Context: an optimization exercise on an open-source flow, tuned for small area, a short achievable clock period and few clock cycles per item. The choices shown serve that exercise and are no tape-out recipe. No run shown here included a check of the RTL's function; only the layout flow was run. Power and IR drop assume default switching activity.

==> flow/design.v (outline; a module is shown in full before it is edited, if it fits) <==
// module fsk_goertzel_demod: 881 lines
module fsk_goertzel_demod (
    input  wire        clk,
    input  wire        rst,
    input  wire        in_valid,
    output wire        in_ready,
    input  wire [1:0]  in_cmd,
    input  wire [15:0] in_data,
    input  wire [15:0] cfg_spb,
    input  wire [15:0] cfg_coeff0,
    input  wire [15:0] cfg_coeff1,
    output reg         out_valid,
    output reg  [7:0]  out_byte
);
  // ...
==> flow/flow/run.sh <==
#!/bin/bash
# Own layout flow: the standard ORFS flow, with the port buffers chosen as
# buf_2 cells and timing repair aiming at a setup slack well above the 20 ns
# clock's (the clock period and all constraints are unchanged).
set -euo pipefail
export BUFFER_PORTS_ARGS="-buffer_cell sky130_fd_sc_hd__buf_2"
export SETUP_SLACK_MARGIN=15
bash standard.sh synth > synth.log 2>&1
bash standard.sh > layout.log 2>&1
==> flow/standard.sh <==
#!/bin/bash
# synth_recipe.tcl (not shown) runs the flow's synth.tcl, then flattens the netlist and writes it again
# the make line also repeats each setting of config.mk as NAME=value (left out here)
make -C /OpenROAD-flow-scripts/flow DESIGN_CONFIG=/design/flow/config.mk WORK_HOME=/design/flow/orfs CLKGATE_MAP_FILE= SYNTH_SCRIPT=/design/flow/synth_recipe.tcl "${@:-finish}"
==> flow/config.mk <==
export PLATFORM = sky130hd
export DESIGN_NAME = fsk_goertzel_demod
export DESIGN_NICKNAME = fsk_goertzel_demod
export VERILOG_FILES = /design/flow/design.v
export SDC_FILE = /design/flow/constraint.sdc
export NUM_CORES = 4
export LEC_CHECK = 0
export CAP_MARGIN = 20
export CORE_MARGIN = 2
export CORE_UTILIZATION = 60
export SLEW_MARGIN = 20
==> flow/constraint.sdc <==
create_clock -name core_clock -period 20.0 [get_ports {clk}]
set_input_delay 4.0000 -clock core_clock [delete_from_list [all_inputs] [get_ports {clk}]]
set_output_delay 4.0000 -clock core_clock [all_outputs]
set_load 0.01 [all_outputs]
==> results.toml, run 1 <==
[power_and_ir_drop]
pg_comb_mw = 3.57
ir_drop_mv = 0.132
finalPower_mw = 5.65
leakagePower_nw = 12.6

[synth]
syn_area_mm2 = 0.0269
synth_edf_count = 42

[grt]
grt_max_degree = 90
use_met2 = 0.467
grt_overflow = 0

[layout]
multi_input_area_share = 0.531
sh_seq_area = 0.325
inv_count = 316
fin_nets = 3296

[route]
route.met2.wl_mm = 30.0
drc = 0

[floorplan]
taps = 592
initial_core_util = 0.609

[worst_setup_path]
r2r_slack_ns = 15.13
worstPathArrival_ns = 1.15
r2r_cells = 21

[sta]
holdWs_ns = 0.321
clock_skew_ns = 0.0258
fmax_mhz = 194

[clock_tree]
clockBufferDepth = 3

[status]
outcome = "timing/DRC/antenna clean"

[min_path]
worstHoldPathType = "reg -> reg"
==> run 2, diff against run 1 <==
--- a/flow/design.v
+++ b/flow/design.v
@@ -31,16 +31,17 @@
     reg [1:0]  ej;
     reg [24:0] m0, m1, m2;
     reg [25:0] d0, d1, d2;
     reg [27:0] acc;
     reg        sticky, last8, kill, eida;
     reg        f_ld, f_l4, f_v, f_pz, f_pd, f_ps, f_mc, f_pre, f_dec, f_e2, f_st, f_cl;
     reg        bq_one, bq_two, bq_neg;
     reg [2:0]  bcnt;
+    reg [6:0]  sh;           
     wire st_start = v0 && c0 == 2'd1;
     wire st_end   = v0 && c0 == 2'd2;
     wire st_smp   = v0 && c0 == 2'd0;
     wire do_start = st_start && !active && spb != 16'd0;
     wire do_end   = st_end && active;
     wire do_smp   = st_smp && active;
     wire do_pre   = do_smp && pre;
     wire do_data  = do_smp && !pre;
@@ -49,17 +50,17 @@
     wire        active_n = do_start ? 1'b1 : do_end ? 1'b0 : active;
     wire        pre_n    = do_start ? 1'b1 : (do_pre && wl && pcnt == 4'd15) ? 1'b0 : pre;
     wire [15:0] wcnt_n   = (clr || (do_smp && wl)) ? spb : do_smp ? wcnt - 16'd1 : wcnt;
     wire        wl_n     = wcnt_n == 16'd1;
     wire        dm_n     = active_n && !pre_n;      
     wire        ld_cfg   = !active_n;
     wire [3:0]  pcnt_n   = do_start ? 4'd0 : (do_pre && wl) ? pcnt + 4'd1 : pcnt;
     wire        pe_n     = active_n && pre_n && pcnt_n == 4'd15 && wl_n && spb == 16'd1;
-    wire [5:0]  ec_n = rst ? 6'd0 : trig ? 6'd1 : (ec == 6'd0 || ec == 6'd46) ? 6'd0 : ec + 6'd1;
+    wire [5:0]  ec_n = trig ? 6'd1 : (ec == 6'd0 || ec == 6'd46) ? 6'd0 : ec + 6'd1;
     wire        stall_n = trig || (ec_n != 6'd0 && ((wl_n && dm_n) || pe_n));
     wire        rdy_n   = !((in_valid && rdy && in_cmd == 2'd0 && dm_n) || stall_n);
     wire        rdy_o_n = !(stall_n || (in_valid && rdy_o && in_cmd == 2'd0 && dm_n));
     wire        commit  = do_data || cm2;
     wire        wlast_c = do_data ? wl : wl2;
     wire [15:0] xe  = frm ? 16'd0 : xr;
     wire [23:0] s2e = frm ? 24'd0 : s2b;       
     wire [23:0] s2m = fra ? 24'd0 : s2a;       
@@ -822,32 +823,32 @@
         m1 <= m2;
         m2 <= f_ld ? {s2b[23], s2b} : f_l4 ? acc[24:0] : m0;
         d0 <= d1;
         d1 <= d2;
         d2 <= f_ld ? {r2[23], r2, 1'b0} :
               (f_l4 || f_v) ? {sum[24:0], 1'b0} :
               {d0[25], d0[25], d0[25:3], d0[2]};
         acc <= sum;
-        ec  <= ec_n;
+        ec  <= rst ? 6'd0 : ec_n;
         ej  <= ej_n;
         if (f_cl) sticky <= 1'b0;
         else if (f_st && acc[1:0] != 2'd0) sticky <= 1'b1;
         f_ld  <= ec_n == 6'd2 || ec_n == 6'd3;
         f_l4  <= ec_n == 6'd4;
         f_v   <= ec_n == 6'd5 || ec_n == 6'd6;
         f_pz  <= ec_n == 6'd2 || ec_n == 6'd7;
         f_pd  <= ec_n == 6'd5 || ec_n == 6'd6;
         f_ps  <= ec_n >= 6'd8 && ej_n == 2'd0;
         f_st  <= ec_n >= 6'd8 && ej_n == 2'd0;
         f_cl  <= ec_n == 6'd7;
         f_mc  <= ec_n >= 6'd2 && ec_n <= 6'd4;
         f_pre <= ec_n >= 6'd2 && ec_n <= 6'd6;
         f_e2  <= ej_n == 2'd2;
-        f_dec <= ec_n == 6'd46;
+        f_dec <= ec_n == 6'd46 && !rst;
         bq_one <= d1[1] ^ d1[0];
         bq_two <= (d1[2] & ~d1[1] & ~d1[0]) | (~d1[2] & d1[1] & d1[0]);
         bq_neg <= d1[2];
         if (trig) begin
             eida  <= idb;
             last8 <= bcnt == 3'd7;
         end
         if (rst) begin
@@ -871,11 +872,13 @@
             out_valid <= 1'b0;
             if (clr) bcnt <= 3'd0;
             if (f_dec && !kill_e) begin
                 if (!clr) bcnt <= last8 ? 3'd0 : bcnt + 3'd1;
                 out_valid <= last8;
             end
         end
     end
-    always @(posedge clk)
-        if (f_dec && !kill_e) out_byte <= {out_byte[6:0], bit_dec};
+    always @(posedge clk) begin
+        if (f_dec && !kill_e) sh <= {sh[5:0], bit_dec};
+        if (f_dec && last8) out_byte <= {sh, bit_dec};
+    end
 endmodule
==> flow/config.mk (replaced) <==
export PLATFORM = sky130hd
export DESIGN_NAME = fsk_goertzel_demod
export DESIGN_NICKNAME = fsk_goertzel_demod
export VERILOG_FILES = /design/flow/design.v
export SDC_FILE = /design/flow/constraint.sdc
export NUM_CORES = 4
export LEC_CHECK = 0
export CAP_MARGIN = 20
export CORE_MARGIN = 2
export CORE_UTILIZATION = 40
export SLEW_MARGIN = 20
==> results.toml, run 2 <==
[synth]
synth_flop_cell = "dfxtp_1"
synth_edf_count = 49
syn_inst = 2950
ys_top_cells_by_count = "416 x dfxtp_1, 315 x inv_1, 302 x nand2_1"
synth.most_common_cell = "dfxtp_1"
yosys_warnings = 1
async_flop_share = 0
synth_area_leaders = "dfxtp_1 31%, fa_1 13%, ha_1 6.2%"
syn_area_mm2 = 0.0272
synth.yosys.seq_area_share = 0.360
yosys.area.top_type_share = 0.306
syn_avg_cell_area_um2 = 9.22
synth-seq-cells = 465
synthesis.nets = 3329
ys_types = 72
synth_largest_area_cell = "dfxtp_1"

[clock_tree]
clockBufferDepth = 3
root_buffer = "clkbuf_16"
cts_tree = "built"
clk_pin_slew_worst_paths_ns = 0.06
clkLatencyLatePin_ns = 0.61
cts-buffers-inserted = 51
htreeDepth = 2
cts.sink_count = 465

[floorplan]
dieWidth_um = 265
fp.dieH_um = 265
initial_core_util = 0.404
rows = 95
core_area_mm2 = 0.0673
io_pins = 79
dieArea_mm2 = 0.0701

[layout]
fin_util = 0.450
drive_gt1_frac = 0.0825
regMostFlops = "acc"
largestRegisters = "acc: 28 flops, d1: 26 flops, d2: 26 flops"
layout_commonest_cell = "dfxtp_1"
stdcell_area_mm2 = 0.0303
final_cell_mix = "412 x dfxtp_1, 314 x inv_1, 302 x nand2_1"
largest_reg_flops = 28
area_growth_pct = 11.4
fin_nets = 3332

[grt]
grt_pass1_vias = 20700
grt_pass1_wl_mm = 112
track_usage = 0.199
grt_max_degree = 63
grt_overflow = 0
grt_antenna_before_repair = 1

[power_and_ir_drop]
ir_drop_mv = 0.115
leakagePower_nw = 12.9
power.density_mw_per_mm2 = 192

[sta]
setup_violations = 0
finalWorstSetupSlack_ns = 14.88
min_period_over_period = 0.256
hold_violations = 0
rsz0062_at_grt = "yes"
relSlewSlack = 0.346
holdWs_ns = 0.313
clock_skew_ns = 0.0277
drv_slew = 0
fin_tns_setup_ns = 0
fmax_mhz = 195
worstMarginPinSlew_ns = 0.979
min_period_ns = 5.12

[route]
routedWlPerCell_um = 18.2
vias = 20400
vias_per_cell = 5.27
dr.first_iter.drc_count = 1210
wl_mm = 70.5
antenna_left = 0
drc = 0
first_pass_iters = 6

[placement]
postPlaceCellArea_mm2 = 0.0283
place_ws_ns = 14.50
io_buffers = 78
post-dp-hpwl_mm = 53.5
place_congestion = 0.914

[worst_setup_path]
critical_path_class = "reg -> out"
cp.required_ns = 16.00
crit_family = "flip-flops"
crit_path_max_incr_delay_ns = 0.37
worstPathArrival_ns = 1.12
slowest_stage = "edfxtp_1"
end_kind = "output port"
worstSetupStartpointType = "flip-flop"
worst-path-buf-inv = 1
cp_max_fo = 1
path_cells = "buf_2"

[min_path]
worstHoldPathType = "reg -> reg"

[status]
outcome = "timing/DRC/antenna clean"

[flow_run]
cap_viol_max_count = 0
==> run 2: cell count changes after synthesis, sizes merged, moves of 8 or more <==
cell | previous run | this run
and2 | 5 | 16
inv | 309 | 318
nand2 | 292 | 302
nor2 | 179 | 158
clkbuf | 118 | 127
xnor2 | 156 | 145
a21o | 32 | 24
o21ai | 131 | 143
nor3 | 29 | 45
mux2i | 111 | 103
==> run 2: power by group <==
| part | internal, mW | switching [mW] |
|---|---|---|
| logic | 1.40 | 2.22 |
| registers | 1.10 | 0.110 |
| clock network | 0.582 | 0.398 |
| total | 3.08 | 2.72 |
==> run 2: cell families (layout without fill, tap and decap cells) <==
| logic type | count (synthesis) | count (layout) | synth area share |
|---|---|---|---|
| flops | 465 | 465 | 0.360 |
| buf+inv | 491 | 534 | 0.0680 |
| fa+ha+maj | 310 | 310 | 0.191 |
| mux | 104 | 104 | 0.0383 |
| compound gates | 589 | 589 | 0.134 |
| xor+xnor | 261 | 261 | 0.0841 |
| other cells | 0 | 1 | 0 |
| simple gates | 730 | 731 | 0.124 |
==> run 2: worst reg2reg max path, stage by stage, from the launching register on <==
cell,delay [ns]
dfxtp_1,0.42
ha_4,0.23
nor2b_4,0.07
buf_4,0.14
xnor2_1,0.19
o22ai_1,0.11
ha_1,0.21
fa_1,0.48
inv_1,0.05
fa_1,0.47
inv_1,0.04
ha_1,0.34
o21ai_0,0.13
o21ai_1,0.24
nand3_1,0.18
a2bb2oi_2,0.23
o31a_1,0.37
o21bai_2,0.20
a21oi_2,0.10
or4_1,0.49
nand3_1,0.09
==> run 2: final timing paths <==
path / start / depth (start not counted) / slack (ns) / to
max: out_byte[2] / 1 / 14.88 / out_byte[2]
max reg2reg: cb[13] / 20 / 15.15 / s1a[20]
min reg2reg: d2[22] / 0 / 0.31 / d1[22]
min: d2[22] / 0 / 0.31 / d1[22]
==> run 2: per-layer routing <==
| layer | part of all wire | GRT usage | vias up | wire [um] |
|---|---|---|---|---|
| li1 | - | - | 9857 | - |
| met1 | 0.46 | 0.268 | 9882 | 32200 |
| met2 | 0.47 | 0.332 | 503 | 32900 |
| met3 | 0.042 | 0.0230 | 137 | 2990 |
| met4 | 0.035 | 0.0722 | 0 | 2440 |
| met5 | 0 | 0 | - | 0 |
==> run 2: cell type report <==
type	instances	area, um^2
antenna	1	2.50
clock buffer	67	1450
clock inverter	27	355
fill	6453	37000
inverter	323	1220
multi-input combinational	1995	15700
sequential	465	9810
tap	873	1090
timing repair buffer	116	706
timing repair inverter	1	5.00
==> run 2: timing repair <==
| item | CTS | global route |
|---|---|---|
| gates resized for setup | 9 | 15 |
| buffers inserted | 2 | 4 |
| hold buffers | 0 | 0 |
| cloned | 1 | 1 |
| endpoints found under the setup margin | 37 | 26 |
| pin swaps | 0 | 2 |
==> run 2: through the flow <==
| step | std cells | total power, mW |
|---|---|---|
| global route | 3868 | 6.36 |
| global placement | 3764 | 4.65 |
| finish | 3868 | 5.81 |
| floorplan | 2950 | 3.76 |
| CTS | 3861 | 5.76 |
| detailed placement | 3764 | 4.72 |
==> run 3, diff against run 2 <==
--- a/flow/flow/run.sh
+++ b/flow/flow/run.sh
@@ -6,3 +6,3 @@
 export BUFFER_PORTS_ARGS="-buffer_cell sky130_fd_sc_hd__buf_2"
-export SETUP_SLACK_MARGIN=15
+export SETUP_SLACK_MARGIN=14.8
 bash standard.sh synth > synth.log 2>&1
==> results.toml, run 3 <==
[grt]
track_usage = 0.199
grt_antenna_before_repair = 1
grt_overflow = 0
grt_max_degree = 63
grt_pass1_wl_mm = 112
grt_pass1_vias = 20700

[power_and_ir_drop]
power.density_mw_per_mm2 = 190
leakagePower_nw = 12.9
ir_drop_mv = 0.117

[route]
routedWlPerCell_um = 18.1
drc = 0
wl_mm = 70.1
vias_per_cell = 5.24
antenna_left = 0
first_pass_iters = 6
vias = 20200
dr.first_iter.drc_count = 1246

[clock_tree]
root_buffer = "clkbuf_16"
htreeDepth = 2
clk_pin_slew_worst_paths_ns = 0.06
clkLatencyLatePin_ns = 0.60
cts.sink_count = 465
cts-buffers-inserted = 51
cts_tree = "built"
clockBufferDepth = 3

[worst_setup_path]
path_cells = "buf_2"
slowest_stage = "edfxtp_1"
worst-path-buf-inv = 1
end_kind = "output port"
cp.required_ns = 16.00
cp_max_fo = 1
worstSetupStartpointType = "flip-flop"
worstPathArrival_ns = 1.12
critical_path_class = "reg -> out"
crit_family = "flip-flops"
crit_path_max_incr_delay_ns = 0.37

[synth]
synth_edf_count = 49
synth.yosys.seq_area_share = 0.360
yosys.area.top_type_share = 0.306
ys_top_cells_by_count = "416 x dfxtp_1, 315 x inv_1, 302 x nand2_1"
async_flop_share = 0
ys_types = 72
syn_inst = 2950
synth_largest_area_cell = "dfxtp_1"
synth.most_common_cell = "dfxtp_1"
syn_area_mm2 = 0.0272
synth_flop_cell = "dfxtp_1"
synth_area_leaders = "dfxtp_1 31%, fa_1 13%, ha_1 6.2%"
synth-seq-cells = 465
yosys_warnings = 1
synthesis.nets = 3329
syn_avg_cell_area_um2 = 9.22

[floorplan]
rows = 95
core_area_mm2 = 0.0673
fp.dieH_um = 265
dieArea_mm2 = 0.0701
initial_core_util = 0.404
io_pins = 79
dieWidth_um = 265

[sta]
rsz0062_at_grt = "no"
drv_slew = 0
setup_violations = 0
clock_skew_ns = 0.0265
relSlewSlack = 0.352
finalWorstSetupSlack_ns = 14.88
fin_tns_setup_ns = 0
min_period_over_period = 0.256
fmax_mhz = 195
worstMarginPinSlew_ns = 0.970
min_period_ns = 5.12
hold_violations = 0

[layout]
stdcell_area_mm2 = 0.0302
drive_gt1_frac = 0.0795
area_growth_pct = 11.2
regMostFlops = "acc"
largest_reg_flops = 28
largestRegisters = "acc: 28 flops, d1: 26 flops, d2: 26 flops"
final_cell_mix = "413 x dfxtp_1, 314 x inv_1, 302 x nand2_1"
fin_nets = 3330
layout_commonest_cell = "dfxtp_1"

[flow_run]
cap_viol_max_count = 0

[status]
outcome = "timing/DRC/antenna clean"

[min_path]
worstHoldPathType = "reg -> reg"

[placement]
postPlaceCellArea_mm2 = 0.0283
place_ws_ns = 14.50
place_congestion = 0.914
io_buffers = 78
post-dp-hpwl_mm = 53.5
## run 3: cells by family after synthesis
group | synth area share
XOR/XNOR | 0.0841
adder cells (fa/ha/maj) | 0.191
flip-flops | 0.360
AO/OA/AOI/OAI | 0.134
AND/OR/NAND/NOR | 0.124
buffers and inverters | 0.0680
multiplexers | 0.0383
## run 3: cell type report
cell class              count  area, um^2
fillers                  6453       37000
multi-input cells        1995       15600
flip-flops and latches    465        9810
clock buffers              67        1450
inverters                 323        1220
well taps                 873        1090
repair buffers            115         679
clock inverters            27         355
diodes                      1        2.50
## run 3: what timing repair did
| action | in CTS | in global routing |
|---|---|---|
| hold endpoints to repair | 0 | 0 |
| hold buffers | 0 | 0 |
| resized for setup | 2 | 9 |
| setup endpoints to repair | 23 | 18 |
| gates cloned | 1 | 0 |
| setup buffers | 2 | 3 |
## run 3: worst paths after layout
check | start | to | slack, ns | cells after the start
max | out_byte[2] | out_byte[2] | 14.88 | 1
min reg2reg | d2[22] | d1[22] | 0.31 | 0
min | d2[22] | d1[22] | 0.31 | 0
max reg2reg | cb[13] | d2[21] | 15.08 | 16
## run 3: metrics by stage
| stage | cells | power, mW | utilization | hold slack (ns) |
|---|---|---|---|---|
| after floorplan | 2950 | 3.76 | - | 0.310 |
| after global placement | 3764 | 4.65 | 0.421 | 0.310 |
| after detailed placement | 3764 | 4.72 | 0.421 | 0.312 |
| after CTS | 3861 | 5.74 | 0.448 | 0.308 |
| after global routing | 3866 | 6.32 | 0.449 | 0.326 |
| final | 3866 | 5.76 | 0.449 | 0.310 |
## run 3: where the power goes
group	switching, mW	internal (mW)	total (mW)
clock	0.397	0.582	0.979
combinational	2.19	1.38	3.57
sequential	0.109	1.10	1.21
total	2.70	3.06	5.76
## run 3: layer usage
layer,GRT usage,wire (um)
met3,0.0230,2690
met1,0.268,32400
met2,0.332,32600
met4,0.0722,2390
met5,0,0

static timing again, ports no longer ideal:
How much do the figures lean on ideal ports? The routed layouts below were timed once more, with nothing changed but the port constraints.
Step 1: set_driving_cell puts a clkbuf_16 on clk and a buf_2 on each other input, an assumption about the parent block.
Step 2 also shifts input and output timing later by t, the mid clock arrival at the registers, as if the neighbouring blocks saw the same clock.
Three values: no drivers, after step 1, after step 2; two values: the first two.
run | t (ns) | slack for setup (ns) | worst setup path at the end | latest minus earliest clock arrival (ns)
run 1 | 0.640 | 14.852 / 14.794 / 14.590 | input to register | 0.026 / 0.026
run 2 | 0.653 | 14.877 / 14.817 / 15.068 | input to register | 0.030 / 0.031
run 3 | 0.653 | 14.878 / 14.817 / 15.069 | input to register | 0.030 / 0.030
After both steps setup and hold are still met in every run listed. The setup slack of run 1, which loses most, moves by -0.058 ns with the drivers and by -0.262 ns with both steps.
